From an optimization exercise on the open Yosys and OpenROAD flow, aimed at small area, a short achievable clock period and few clock cycles per item; shortcuts taken in it are not production practice. Only simulation tests tie the RTL to the original design; equivalence was not proved. Power and IR drop assume default switching activity.

**design/flow/design.v**
```verilog
module fxcore_div (
    input  wire        clk,
    input  wire        rst,
    input  wire        start,
    input  wire [47:0] dividend,
    input  wire [31:0] divisor,
    output reg         done,
    output wire [47:0] quotient,
    output wire [31:0] remainder
);
    reg [47:0] quo;
    reg [31:0] rem;
    reg [31:0] dvs;
    reg [5:0]  cnt;
    reg        busy;
    wire [32:0] shifted = {rem, quo[47]};
    wire [32:0] diff    = shifted - {1'b0, dvs};
    wire        fits    = ~diff[32];
    assign quotient  = quo;
    assign remainder = rem;
    always @(posedge clk) begin
        if (rst) begin
            busy <= 1'b0;
            done <= 1'b0;
            cnt  <= 6'd0;
            quo  <= 48'd0;
            rem  <= 32'd0;
            dvs  <= 32'd0;
        end else begin
            done <= 1'b0;
            if (start) begin
                quo  <= dividend;
                rem  <= 32'd0;
                dvs  <= divisor;
                cnt  <= 6'd0;
                busy <= 1'b1;
            end else if (busy) begin
                quo <= {quo[46:0], fits};
                rem <= fits ? diff[31:0] : shifted[31:0];
                cnt <= cnt + 6'd1;
                if (cnt == 6'd47) begin
                    busy <= 1'b0;
                    done <= 1'b1;
                end
            end
        end
    end
endmodule
module fxcore (
    input  wire        clk,
    input  wire        rst,
    input  wire        req,
    input  wire        we,
    input  wire [4:0]  addr,
    input  wire [31:0] wdata,
    output reg  [31:0] rdata,
    output reg         ack
);
    localparam [5:0] OP_FROMINT = 6'h01, OP_FADD   = 6'h02, OP_FSUB   = 6'h03,
                     OP_FMUL    = 6'h04, OP_FDIV   = 6'h05, OP_FROUND = 6'h06,
                     OP_FFLOOR  = 6'h07, OP_FCEIL  = 6'h08, OP_FFRAC  = 6'h09,
                     OP_FCLAMP  = 6'h0A, OP_FLERP  = 6'h0B, OP_FCMP   = 6'h0C,
                     OP_FSQRT   = 6'h0D, OP_ISQRT  = 6'h0E,
                     OP_RINT    = 6'h18, OP_RRANGE = 6'h19, OP_RBOOL  = 6'h1A,
                     OP_RFIX    = 6'h1B,
                     OP_VADD2   = 6'h20, OP_VADD3  = 6'h21, OP_VSUB2  = 6'h22,
                     OP_VSUB3   = 6'h23, OP_VSCALE2 = 6'h24, OP_VSCALE3 = 6'h25,
                     OP_VDIVS2  = 6'h26, OP_VDIVS3 = 6'h27, OP_VNEG2  = 6'h28,
                     OP_VNEG3   = 6'h29, OP_VDOT2  = 6'h2A, OP_VDOT3  = 6'h2B,
                     OP_VCROSS3 = 6'h2C, OP_VEQ2   = 6'h2D, OP_VEQ3   = 6'h2E,
                     OP_VLENSQ2 = 6'h30, OP_VLENSQ3 = 6'h31, OP_VLEN2 = 6'h32,
                     OP_VLEN3   = 6'h33, OP_VNORM2 = 6'h34, OP_VNORM3 = 6'h35,
                     OP_VDIST2  = 6'h36, OP_VDIST3 = 6'h37;
    localparam [4:0] A_CMD = 5'd16, A_STATUS = 5'd17, A_ERRCMD = 5'd18, A_SEED = 5'd19;
    localparam [31:0] RNG_A = 32'd1664525;
    localparam [31:0] RNG_C = 32'd1013904223;
    localparam [3:0] S_IDLE = 4'd0, S_EXEC = 4'd1, S_MUL = 4'd2, S_SQ = 4'd3,
                     S_SQL = 4'd4, S_SQW = 4'd5, S_DIVV = 4'd6, S_DIVW = 4'd7,
                     S_RNDW = 4'd8, S_FIN = 4'd9;
    function [8:0] op_class;
        input [5:0] op;
        begin
            case (op)
                OP_FROMINT, OP_FROUND, OP_FFLOOR, OP_FCEIL, OP_FFRAC,
                OP_FSQRT, OP_ISQRT, OP_RINT:
                    op_class = {1'b1, 2'd1, 2'd1, 2'd0, 2'd0};
                OP_FADD, OP_FSUB, OP_FMUL, OP_FDIV, OP_FCMP, OP_RRANGE:
                    op_class = {1'b1, 2'd1, 2'd1, 2'd1, 2'd0};
                OP_FCLAMP, OP_FLERP:
                    op_class = {1'b1, 2'd1, 2'd1, 2'd1, 2'd1};
                OP_RBOOL, OP_RFIX:
                    op_class = {1'b1, 2'd1, 2'd0, 2'd0, 2'd0};
                OP_VADD2, OP_VSUB2:
                    op_class = {1'b1, 2'd2, 2'd2, 2'd2, 2'd0};
                OP_VADD3, OP_VSUB3, OP_VCROSS3:
                    op_class = {1'b1, 2'd3, 2'd3, 2'd3, 2'd0};
                OP_VSCALE2, OP_VDIVS2:
                    op_class = {1'b1, 2'd2, 2'd2, 2'd1, 2'd0};
                OP_VSCALE3, OP_VDIVS3:
                    op_class = {1'b1, 2'd3, 2'd3, 2'd1, 2'd0};
                OP_VNEG2, OP_VNORM2:
                    op_class = {1'b1, 2'd2, 2'd2, 2'd0, 2'd0};
                OP_VNEG3, OP_VNORM3:
                    op_class = {1'b1, 2'd3, 2'd3, 2'd0, 2'd0};
                OP_VDOT2, OP_VEQ2, OP_VDIST2:
                    op_class = {1'b1, 2'd1, 2'd2, 2'd2, 2'd0};
                OP_VDOT3, OP_VEQ3, OP_VDIST3:
                    op_class = {1'b1, 2'd1, 2'd3, 2'd3, 2'd0};
                OP_VLENSQ2, OP_VLEN2:
                    op_class = {1'b1, 2'd1, 2'd2, 2'd0, 2'd0};
                OP_VLENSQ3, OP_VLEN3:
                    op_class = {1'b1, 2'd1, 2'd3, 2'd0, 2'd0};
                default:
                    op_class = 9'd0;
            endcase
        end
    endfunction
    function grp_ok;
        input [3:0] f;
        input [1:0] k;
        begin
            grp_ok = (k == 2'd0) || ({1'b0, f} + {3'd0, k} - 5'd1 <= 5'd15);
        end
    endfunction
    reg [31:0] R [0:15];
    reg [31:0] seed;
    reg        st_err, st_ovr;
    reg [3:0]  st_cause;
    reg [31:0] errcmd;
    reg [3:0]  state;
    reg [5:0]  op_r;
    reg [3:0]  rd_r;
    reg [1:0]  nres;           
    reg [31:0] A0, A1, A2, B0, B1, B2, C0;
    reg [31:0] res0, res1, res2;
    reg [31:0] acc;
    reg [2:0]  j;
    reg [31:0] dvsr;           
    reg [31:0] sqx;            
    reg [31:0] g;              
    reg [3:0]  it;             
    wire [5:0] c_op  = wdata[31:26];
    wire [3:0] c_rd  = wdata[25:22];
    wire [3:0] c_rs1 = wdata[21:18];
    wire [3:0] c_rs2 = wdata[17:14];
    wire [3:0] c_rs3 = wdata[13:10];
    wire [8:0] c_cls = op_class(c_op);
    wire [1:0] k_rd  = c_cls[7:6];
    wire [1:0] k_rs1 = c_cls[5:4];
    wire [1:0] k_rs2 = c_cls[3:2];
    wire [1:0] k_rs3 = c_cls[1:0];
    reg [3:0] c_cause;
    always @* begin
        if (!c_cls[8])
            c_cause = 4'd1;
        else if (wdata[9:0] != 10'd0)
            c_cause = 4'd2;
        else if ((k_rs1 == 2'd0 && c_rs1 != 4'd0) || (k_rs2 == 2'd0 && c_rs2 != 4'd0) ||
                 (k_rs3 == 2'd0 && c_rs3 != 4'd0))
            c_cause = 4'd3;
        else if (!grp_ok(c_rd, k_rd) || !grp_ok(c_rs1, k_rs1) || !grp_ok(c_rs2, k_rs2))
            c_cause = 4'd4;
        else
            c_cause = 4'd0;
    end
    wire [31:0] seed_nx = seed * RNG_A + RNG_C;
    wire [15:0] rnd_h   = seed_nx[31:16];
    wire [32:0] round_sum = {A0[31], A0} + 33'd32768;
    wire [32:0] round_sh  = $signed(round_sum) >>> 16;
    wire [31:0] floor_v   = $signed(A0) >>> 16;
    wire [31:0] ceil_v    = floor_v + {31'd0, (A0[15:0] != 16'd0)};
    wire [31:0] clamp_v   = ($signed(A0) < $signed(B0)) ? B0 :
                            ($signed(A0) > $signed(C0)) ? C0 : A0;
    wire [31:0] cmp_v     = ($signed(A0) < $signed(B0)) ? 32'hFFFFFFFF :
                            (A0 == B0) ? 32'd0 : 32'd1;
    wire [32:0] span      = {B0[31], B0} - {A0[31], A0};
    reg  [31:0] mx, my;
    reg  [2:0]  mul_steps;
    always @* begin
        mx = A0;
        my = B0;
        case (op_r)
            OP_FMUL:    begin mx = A0;      my = B0; end
            OP_FLERP:   begin mx = B0 - A0; my = C0; end
            OP_VSCALE2, OP_VSCALE3: begin
                mx = (j == 3'd0) ? A0 : (j == 3'd1) ? A1 : A2;
                my = B0;
            end
            OP_VDOT2, OP_VDOT3: begin
                mx = (j == 3'd0) ? A0 : (j == 3'd1) ? A1 : A2;
                my = (j == 3'd0) ? B0 : (j == 3'd1) ? B1 : B2;
            end
            OP_VCROSS3: begin
                case (j)
                    3'd0:    begin mx = A1; my = B2; end
                    3'd1:    begin mx = A2; my = B1; end
                    3'd2:    begin mx = A2; my = B0; end
                    3'd3:    begin mx = A0; my = B2; end
                    3'd4:    begin mx = A0; my = B1; end
                    default: begin mx = A1; my = B0; end
                endcase
            end
            default: begin   
                mx = (j == 3'd0) ? A0 : (j == 3'd1) ? A1 : A2;
                my = mx;
            end
        endcase
        case (op_r)
            OP_FMUL, OP_FLERP:                                   mul_steps = 3'd1;
            OP_VSCALE2, OP_VDOT2, OP_VLENSQ2, OP_VLEN2,
            OP_VNORM2, OP_VDIST2:                                mul_steps = 3'd2;
            OP_VCROSS3:                                          mul_steps = 3'd6;
            default:                                             mul_steps = 3'd3;
        endcase
    end
    wire [63:0] prod  = $signed(mx) * $signed(my);
    wire [31:0] mulf  = prod[47:16];
    wire [31:0] msum  = acc + mulf;
    wire [31:0] Aj     = (j == 3'd0) ? A0 : (j == 3'd1) ? A1 : A2;
    wire [31:0] Aj_mag = Aj[31] ? -Aj : Aj;
    wire [31:0] dv_mag = dvsr[31] ? -dvsr : dvsr;
    wire        is_isqrt = (op_r == OP_ISQRT);
    reg         div_start;
    reg  [47:0] div_dvd;
    reg  [31:0] div_dvs;
    wire        div_done;
    wire [47:0] div_q;
    wire [31:0] div_r;
    always @* begin
        div_start = 1'b0;
        div_dvd   = {Aj_mag, 16'd0};
        div_dvs   = dv_mag;
        case (state)
            S_EXEC: begin
                div_dvd = {32'd0, rnd_h};
                if (op_r == OP_RINT) begin
                    div_start = ~A0[31] && (A0 != 32'd0);
                    div_dvs   = A0;
                end else if (op_r == OP_RRANGE) begin
                    div_start = ~span[32] && (span != 33'd0);
                    div_dvs   = span[31:0];
                end
            end
            S_SQL: begin
                div_start = (it != 4'd8) && (g != 32'd0);
                div_dvd   = is_isqrt ? {16'd0, sqx} : {sqx, 16'd0};
                div_dvs   = g;
            end
            S_DIVV: begin
                div_start = 1'b1;
            end
            default: ;
        endcase
    end
    fxcore_div u_div (
        .clk(clk), .rst(rst),
        .start(div_start), .dividend(div_dvd), .divisor(div_dvs),
        .done(div_done), .quotient(div_q), .remainder(div_r)
    );
    wire [47:0] q_signed = (Aj[31] ^ dvsr[31]) ? -div_q : div_q;
    wire [32:0] newton   = {g[31], g} + {div_q[31], div_q[31:0]};
    wire [32:0] newton_h = $signed(newton) >>> 1;
    reg [31:0] rd_val;
    always @* begin
        if (!addr[4])
            rd_val = R[addr[3:0]];
        else case (addr)
            A_STATUS: rd_val = {24'd0, st_cause, 2'b00, st_ovr, st_err};
            A_ERRCMD: rd_val = errcmd;
            A_SEED:   rd_val = seed;
            default:  rd_val = 32'd0;
        endcase
    end
    integer i;
    always @(posedge clk) begin
        if (rst) begin
            for (i = 0; i < 16; i = i + 1) R[i] <= 32'd0;
            seed     <= 32'd0;
            st_err   <= 1'b0;
            st_ovr   <= 1'b0;
            st_cause <= 4'd0;
            errcmd   <= 32'd0;
            state    <= S_IDLE;
            ack      <= 1'b0;
            rdata    <= 32'd0;
            op_r     <= 6'd0;
            rd_r     <= 4'd0;
            nres     <= 2'd0;
            A0 <= 32'd0; A1 <= 32'd0; A2 <= 32'd0;
            B0 <= 32'd0; B1 <= 32'd0; B2 <= 32'd0; C0 <= 32'd0;
            res0 <= 32'd0; res1 <= 32'd0; res2 <= 32'd0;
            acc  <= 32'd0;
            j    <= 3'd0;
            dvsr <= 32'd0;
            sqx  <= 32'd0;
            g    <= 32'd0;
            it   <= 4'd0;
        end else begin
            ack <= 1'b0;
            case (state)
                S_IDLE: begin
                    if (req && !ack) begin
                        if (we && addr == A_CMD) begin
                            if (c_cause != 4'd0) begin
                                if (!st_err) begin
                                    st_err   <= 1'b1;
                                    st_cause <= c_cause;
                                    errcmd   <= wdata;
                                end else begin
                                    st_ovr <= 1'b1;
                                end
                                ack <= 1'b1;
                            end else begin
                                op_r  <= c_op;
                                rd_r  <= c_rd;
                                nres  <= k_rd;
                                A0    <= R[c_rs1];
                                A1    <= R[c_rs1 + 4'd1];
                                A2    <= R[c_rs1 + 4'd2];
                                B0    <= R[c_rs2];
                                B1    <= R[c_rs2 + 4'd1];
                                B2    <= R[c_rs2 + 4'd2];
                                C0    <= R[c_rs3];
                                state <= S_EXEC;
                            end
                        end else begin
                            ack <= 1'b1;
                            if (!we) begin
                                rdata <= rd_val;
                            end else if (!addr[4]) begin
                                R[addr[3:0]] <= wdata;
                            end else if (addr == A_STATUS) begin
                                if (wdata[0]) begin
                                    st_err   <= 1'b0;
                                    st_ovr   <= 1'b0;
                                    st_cause <= 4'd0;
                                    errcmd   <= 32'd0;
                                end
                            end else if (addr == A_SEED) begin
                                seed <= wdata;
                            end
                        end
                    end
                end
                S_EXEC: begin
                    j   <= 3'd0;
                    acc <= 32'd0;
                    state <= S_FIN;
                    case (op_r)
                        OP_FROMINT: res0 <= {A0[15:0], 16'd0};
                        OP_FADD:    res0 <= A0 + B0;
                        OP_FSUB:    res0 <= A0 - B0;
                        OP_FROUND:  res0 <= round_sh[31:0];
                        OP_FFLOOR:  res0 <= floor_v;
                        OP_FCEIL:   res0 <= ceil_v;
                        OP_FFRAC:   res0 <= {16'd0, A0[15:0]};
                        OP_FCLAMP:  res0 <= clamp_v;
                        OP_FCMP:    res0 <= cmp_v;
                        OP_RBOOL:   res0 <= {31'd0, rnd_h[0]};
                        OP_RFIX:    res0 <= {16'd0, rnd_h};
                        OP_VADD2, OP_VADD3: begin
                            res0 <= A0 + B0; res1 <= A1 + B1; res2 <= A2 + B2;
                        end
                        OP_VSUB2, OP_VSUB3: begin
                            res0 <= A0 - B0; res1 <= A1 - B1; res2 <= A2 - B2;
                        end
                        OP_VNEG2, OP_VNEG3: begin
                            res0 <= 32'd0 - A0; res1 <= 32'd0 - A1; res2 <= 32'd0 - A2;
                        end
                        OP_VEQ2:    res0 <= {31'd0, (A0 == B0) && (A1 == B1)};
                        OP_VEQ3:    res0 <= {31'd0, (A0 == B0) && (A1 == B1) && (A2 == B2)};
                        OP_FMUL, OP_FLERP, OP_VSCALE2, OP_VSCALE3, OP_VDOT2, OP_VDOT3,
                        OP_VCROSS3, OP_VLENSQ2, OP_VLENSQ3, OP_VLEN2, OP_VLEN3,
                        OP_VNORM2, OP_VNORM3:
                            state <= S_MUL;
                        OP_VDIST2, OP_VDIST3: begin
                            A0 <= A0 - B0; A1 <= A1 - B1; A2 <= A2 - B2;
                            state <= S_MUL;
                        end
                        OP_FDIV: begin
                            dvsr <= B0;
                            if (B0 == 32'd0) res0 <= 32'd0;
                            else             state <= S_DIVV;
                        end
                        OP_VDIVS2, OP_VDIVS3: begin
                            dvsr <= B0;
                            if (B0 == 32'd0) begin
                                res0 <= A0; res1 <= A1; res2 <= A2;
                            end else begin
                                state <= S_DIVV;
                            end
                        end
                        OP_FSQRT, OP_ISQRT: begin
                            sqx   <= A0;
                            state <= S_SQ;
                        end
                        OP_RINT: begin
                            if (div_start) state <= S_RNDW;
                            else           res0 <= 32'd0;
                        end
                        OP_RRANGE: begin
                            if (div_start) state <= S_RNDW;
                            else           res0 <= A0;
                        end
                        default: ;
                    endcase
                end
                S_MUL: begin
                    j <= j + 3'd1;
                    case (op_r)
                        OP_FMUL:  res0 <= mulf;
                        OP_FLERP: res0 <= A0 + mulf;
                        OP_VSCALE2, OP_VSCALE3: begin
                            if (j == 3'd0) res0 <= mulf;
                            if (j == 3'd1) res1 <= mulf;
                            if (j == 3'd2) res2 <= mulf;
                        end
                        OP_VCROSS3: begin
                            if (!j[0]) acc <= mulf;
                            if (j == 3'd1) res0 <= acc - mulf;
                            if (j == 3'd3) res1 <= acc - mulf;
                            if (j == 3'd5) res2 <= acc - mulf;
                        end
                        default: begin
                            acc  <= msum;
                            res0 <= msum;
                        end
                    endcase
                    if (j == mul_steps - 3'd1) begin
                        state <= S_FIN;
                        case (op_r)
                            OP_VLEN2, OP_VLEN3, OP_VNORM2, OP_VNORM3,
                            OP_VDIST2, OP_VDIST3: begin
                                sqx   <= msum;
                                state <= S_SQ;
                            end
                            default: ;
                        endcase
                    end
                end
                S_SQ: begin
                    it <= 4'd0;
                    if ($signed(sqx) <= 0) begin
                        g  <= 32'd0;
                        it <= 4'd8;
                    end else if (is_isqrt || sqx[31:16] != 16'd0) begin
                        g <= {1'b0, sqx[31:1]};
                    end else begin
                        g <= sqx;
                    end
                    state <= S_SQL;
                end
                S_SQL: begin
                    if (it == 4'd8) begin
                        res0  <= g;
                        state <= S_FIN;
                        if (op_r == OP_VNORM2 || op_r == OP_VNORM3) begin
                            j    <= 3'd0;
                            dvsr <= g;
                            if (g == 32'd0) begin
                                res0 <= A0; res1 <= A1; res2 <= A2;
                            end else begin
                                state <= S_DIVV;
                            end
                        end
                    end else if (g == 32'd0) begin
                        it <= it + 4'd1;
                    end else begin
                        state <= S_SQW;
                    end
                end
                S_SQW: begin
                    if (div_done) begin
                        g     <= newton_h[31:0];
                        it    <= it + 4'd1;
                        state <= S_SQL;
                    end
                end
                S_DIVV: begin
                    state <= S_DIVW;
                end
                S_DIVW: begin
                    if (div_done) begin
                        if (j == 3'd0) res0 <= q_signed[31:0];
                        if (j == 3'd1) res1 <= q_signed[31:0];
                        if (j == 3'd2) res2 <= q_signed[31:0];
                        j <= j + 3'd1;
                        if ({1'b0, j} == {1'b0, nres} - 3'd1) state <= S_FIN;
                        else                                   state <= S_DIVV;
                    end
                end
                S_RNDW: begin
                    if (div_done) begin
                        res0  <= (op_r == OP_RRANGE) ? A0 + div_r : div_r;
                        state <= S_FIN;
                    end
                end
                S_FIN: begin
                    R[rd_r] <= res0;
                    if (nres >= 2'd2) R[rd_r + 4'd1] <= res1;
                    if (nres == 2'd3) R[rd_r + 4'd2] <= res2;
                    if (op_r == OP_RINT || op_r == OP_RRANGE ||
                        op_r == OP_RBOOL || op_r == OP_RFIX)
                        seed <= seed_nx;
                    ack   <= 1'b1;
                    state <= S_IDLE;
                end
                default: state <= S_IDLE;
            endcase
        end
    end
endmodule
```
**design/flow/run.sh**
```bash
#!/bin/bash
# synth_recipe.tcl (not shown) runs the flow's synth.tcl, then flattens the netlist and writes it again
# the make line also repeats each setting of config.mk as NAME=value (left out here)
make -C /OpenROAD-flow-scripts/flow DESIGN_CONFIG=/design/flow/config.mk WORK_HOME=/design/flow/orfs CLKGATE_MAP_FILE= SYNTH_SCRIPT=/design/flow/synth_recipe.tcl finish
```
**design/flow/config.mk**
```make
export PLATFORM = sky130hd
export DESIGN_NAME = fxcore
export DESIGN_NICKNAME = fxcore
export VERILOG_FILES = /design/flow/design.v
export SDC_FILE = /design/flow/constraint.sdc
export NUM_CORES = 8
export LEC_CHECK = 0
export CAP_MARGIN = 20
export CORE_MARGIN = 2
export CORE_UTILIZATION = 40
export SLEW_MARGIN = 20
```
**design/flow/constraint.sdc**
```tcl
create_clock -name core_clock -period 14.0 [get_ports {clk}]
set_input_delay 2.8000 -clock core_clock [delete_from_list [all_inputs] [get_ports {clk}]]
set_output_delay 2.8000 -clock core_clock [all_outputs]
set_load 0.01 [all_outputs]
```
==> flow_summary.json <==
{
  "yosys_warnings": 2,
  "die_x_um": 623,
  "nets": 18900,
  "synth_area_leaders": "mux4_2, fa_1, edfxtp_1, dfxtp_1, ha_1",
  "tightest_slew_ns": 1.39,
  "cts_tree": "built",
  "ctsHoldBuffers": 0,
  "first_iter_violations": 25600,
  "cp_num_buf_inv": 11,
  "powerDensity_mw_per_mm2": 57.1,
  "post_synth_xor_area_fraction": 0.0312,
  "ant_nets": 0,
  "clock_skew_ns": 0.119,
  "path_class": "reg2reg",
  "cts_made_buffers": 160,
  "antenna_found_initial": 83,
  "critical-path-top-delay-family": "adder cells",
  "syn-cell-area_mm2": 0.153,
  "yosys.area.top_type": "mux4_2",
  "synthMuxAreaShare": 0.191,
  "ios": 74,
  "syn_avg_cell_area_um2": 9.03,
  "hold_viol": 0,
  "max-slew-margin-rel": 0.0557,
  "start_util": 0.401,
  "synth_top_family_by_area": "adder cells",
  "clk_latency_ns": 0.96,
  "synth_cell_types": 107,
  "routed_wl_mm": 853,
  "worstPathArrival_ns": 14.49,
  "utilization": 0.454,
  "cap_viol_max_count": 0,
  "finalCritPeriodShare": 0.975,
  "area_delta_synth_final_pct": 13.1,
  "row_count": 227,
  "wl_per_cell_um": 38.2,
  "min_period_ns": 13.64,
  "hold_path_class": "reg2reg",
  "nFillCells": 37100,
  "slew_viol_final": 0,
  "cts.root.buffer_cell": "clkbuf_16",
  "cts_max_level": 4,
  "grt_pass1_wl_mm": 1170,
  "grt.total_usage": 0.427,
  "cp_slowest_cell": "a2111o_1",
  "multi_input_area_mm2": 0.114,
  "grt_start_max_net_pins": 158,
  "tns_ns": 0,
  "yosys.area_share.simple": 0.124,
  "synth_compound_area_frac": 0.194,
  "critPathLaunchType": "register",
  "rsz0062_at_grt": "yes",
  "status": "no timing/DRC/antenna violations",
  "required_ns": 14.85,
  "grt.overflow.total": 0,
  "max_freq_mhz": 73.3,
  "vias": 156000,
  "synth-seq-area-share": 0.191,
  "clk_pin_slew_ns": 0.05,
  "place_inst": 21900,
  "core_area_mm2": 0.382,
  "cts_sinks": 1205,
  "drive_above_1_share": 0.186,
  "instances_no_fill": 22300,
  "cpPeakStageDelay_ns": 0.77,
  "setup_viol": 0,
  "whs_ns": 0.480,
  "leakage_nw": 67.4,
  "netlist_instances": 17000,
  "reg_top3": "R x512, u_div.quo x48",
  "firstDrtPassIters": 13,
  "synth_fa_ha_area_frac": 0.195,
  "dp_hpwl_mm": 631,
  "netlist.area_leader.share": 0.167,
  "power_mw": 9.91,
  "synth-seq-cells": 1205,
  "seq_area_mm2": 0.0293,
  "crit_path_end_kind": "register",
  "drc_errors": 0,
  "globalplace.congestion": 1.17,
  "largest_reg_flops": 512,
  "synth_nets": 18800,
  "via_per_inst": 6.97,
  "die_height_um": 623,
  "top_register": "R",
  "synthArstFlopShare": 0,
  "ys.flop_type": "dfxtp_1",
  "synth_edf_count": 512,
  "dieArea_mm2": 0.388,
  "ir_worst_vdd_mv": 0.106,
  "clk_path_buf_depth": 4,
  "grt_pass1_vias": 147000,
  "worstPathMaxFanout": 17,
  "io_buffers": 73
}
==> final timing paths <==
| path | slack, ns | cells past startpoint | startpoint | endpoint |
|---|---|---|---|---|
| max | 0.36 | 52 | op_r[1]$_SDFFE_PP0P_ | res2[31]$_SDFFE_PP0P_ |
| min reg2reg | 0.48 | 2 | acc[11]$_SDFFE_PP0P_ | acc[11]$_SDFFE_PP0P_ |
| max reg2reg | 0.36 | 52 | op_r[1]$_SDFFE_PP0P_ | res2[31]$_SDFFE_PP0P_ |
| min | 0.48 | 2 | acc[11]$_SDFFE_PP0P_ | acc[11]$_SDFFE_PP0P_ |
==> worst min-delay path, delay by kind of cell, from the launching register on <==
family / cells / cell delay (ns)
and+or+nand+nor: 1 / 0.06
DFF: 1 / 0.32
AOI/OAI and AO/OA: 1 / 0.05
==> cells in the mapped netlist (51+ instances only) <==
cell type / number
edfxtp_1: 512
a2111oi_0: 51
a21oi_1: 1053
nor2_1: 1743
o21bai_1: 87
nor4_1: 64
xor2_1: 160
clkbuf_1: 1247
a211oi_1: 356
nor2b_1: 137
nand2_1: 1468
nor3_1: 239
nand4_1: 72
a21o_1: 144
o22ai_1: 77
ha_1: 811
and3_1: 61
o21ai_0: 1124
a221oi_1: 113
xnor2_1: 374
o221ai_1: 101
a311oi_1: 123
mux2i_1: 322
fa_1: 990
nand3_1: 110
or2_2: 71
or3_1: 96
buf_1: 216
o211ai_1: 82
dfxtp_1: 693
a31oi_1: 69
nand2b_1: 139
inv_1: 1526
a22oi_1: 719
mux4_2: 1140
==> layer usage <==
layer  GRT usage  vias to the layer above  wire length (um)
li1            -                    61900                 -
met1       0.491                    76500            285000
met2       0.597                    13300            341000
met3       0.189                     3925            130000
met4       0.377                       64             95900
met5      0.0111                        -               756
==> kinds of logic (layout without fill, tap and decap cells) <==
| family | count (synthesis) | in the layout |
|---|---|---|
| other cells | 0 | 91 |
| mux | 1496 | 1496 |
| flops | 1205 | 1205 |
| compound gates | 4562 | 4562 |
| xor+xnor | 539 | 539 |
| buf+inv | 3027 | 3261 |
| fa+ha+maj | 1801 | 1801 |
| simple gates | 4352 | 4352 |
==> metrics by stage <==
step,setup slack [ns],area (um2)
2_1_floorplan,0.0449,153000
6_report,0.355,173000
3_3_place_gp,-0.445,167000
4_1_cts,0.00788,172000
5_1_grt,-0.102,173000
3_5_place_dp,-0.524,167000
==> layout make-up <==
| cell class | count | share of cell area |
|---|---|---|
| timing repair buffer | 1448 | 0.0704 |
| clock inverter | 56 | 0.00398 |
| inverter | 1534 | 0.0332 |
| multi-input combinational | 12800 | 0.660 |
| sequential | 1205 | 0.169 |
| antenna | 91 | 0.00131 |
| clock buffer | 223 | 0.0262 |
| tap | 5038 | 0.0364 |
==> where the power goes <==
part           leakage [nW]  internal, mW  switching (mW)
combinational          54.0         0.695           0.989
sequential             10.9          3.72           0.120
clock                  2.54          2.51            1.87
total                  67.4          6.93            2.98
==> layout by cell type (no fill, tap or decap), types with 132 or more instances in the layout <==
| master | Yosys | layout |
|---|---|---|
| nor2b_1 | 137 | 132 |
| xnor2_1 | 374 | 359 |
| mux4_2 | 1140 | 1140 |
| nand2_1 | 1468 | 1444 |
| nor2_1 | 1743 | 1699 |
| a21o_1 | 144 | 142 |
| clkbuf_16 | 0 | 163 |
| inv_1 | 1526 | 1524 |
| buf_4 | 3 | 1271 |
| dfxtp_1 | 693 | 690 |
| a211oi_1 | 356 | 343 |
| edfxtp_1 | 512 | 512 |
| mux2i_1 | 322 | 304 |
| ha_1 | 811 | 802 |
| xor2_1 | 160 | 153 |
| o21ai_0 | 1124 | 1100 |
| fa_1 | 990 | 989 |
| nand2b_1 | 139 | 135 |
| nor3_1 | 239 | 226 |
| a22oi_1 | 719 | 717 |
| a21oi_1 | 1053 | 1020 |
==> repair_timing <==
action / CTS / global route
pin swaps: 3 / 32
buffers inserted: 3 / 23
resized for setup: 12 / 126
setup endpoints to repair: 6 / 36
Testbench counts, summed over its fixed seeds: cycles 199,015, cmds 3,200.

port drivers added, routing unchanged:
The flow's constraints put no driver on any port. The routed layout listed below was extracted and timed again, unchanged, in two steps. Step 1: set_driving_cell puts a clkbuf_16 on clk and a buf_2 on each other input, an assumption about the parent block. Step 2, shift: input delay + t, output delay - t, t = (earliest + latest rising clock arrival at the registers) / 2. This alone moves slack from input paths to output paths. a / b / c = ideal / step 1 / step 2; a / b = the first two.
t, ns: 1.022
slack for setup (ns): 0.355 / 0.355 / 0.355
hold WS [ns]: 0.480 / 0.480 / 0.480
worst register clock-pin slew, ns: 0.07 / 0.07
worst data-port slew with drivers (ns): 0.07
After both steps setup and hold are still met in this run. The setup slack of this run moves by 0.000 ns with the drivers and by 0.000 ns with both steps.
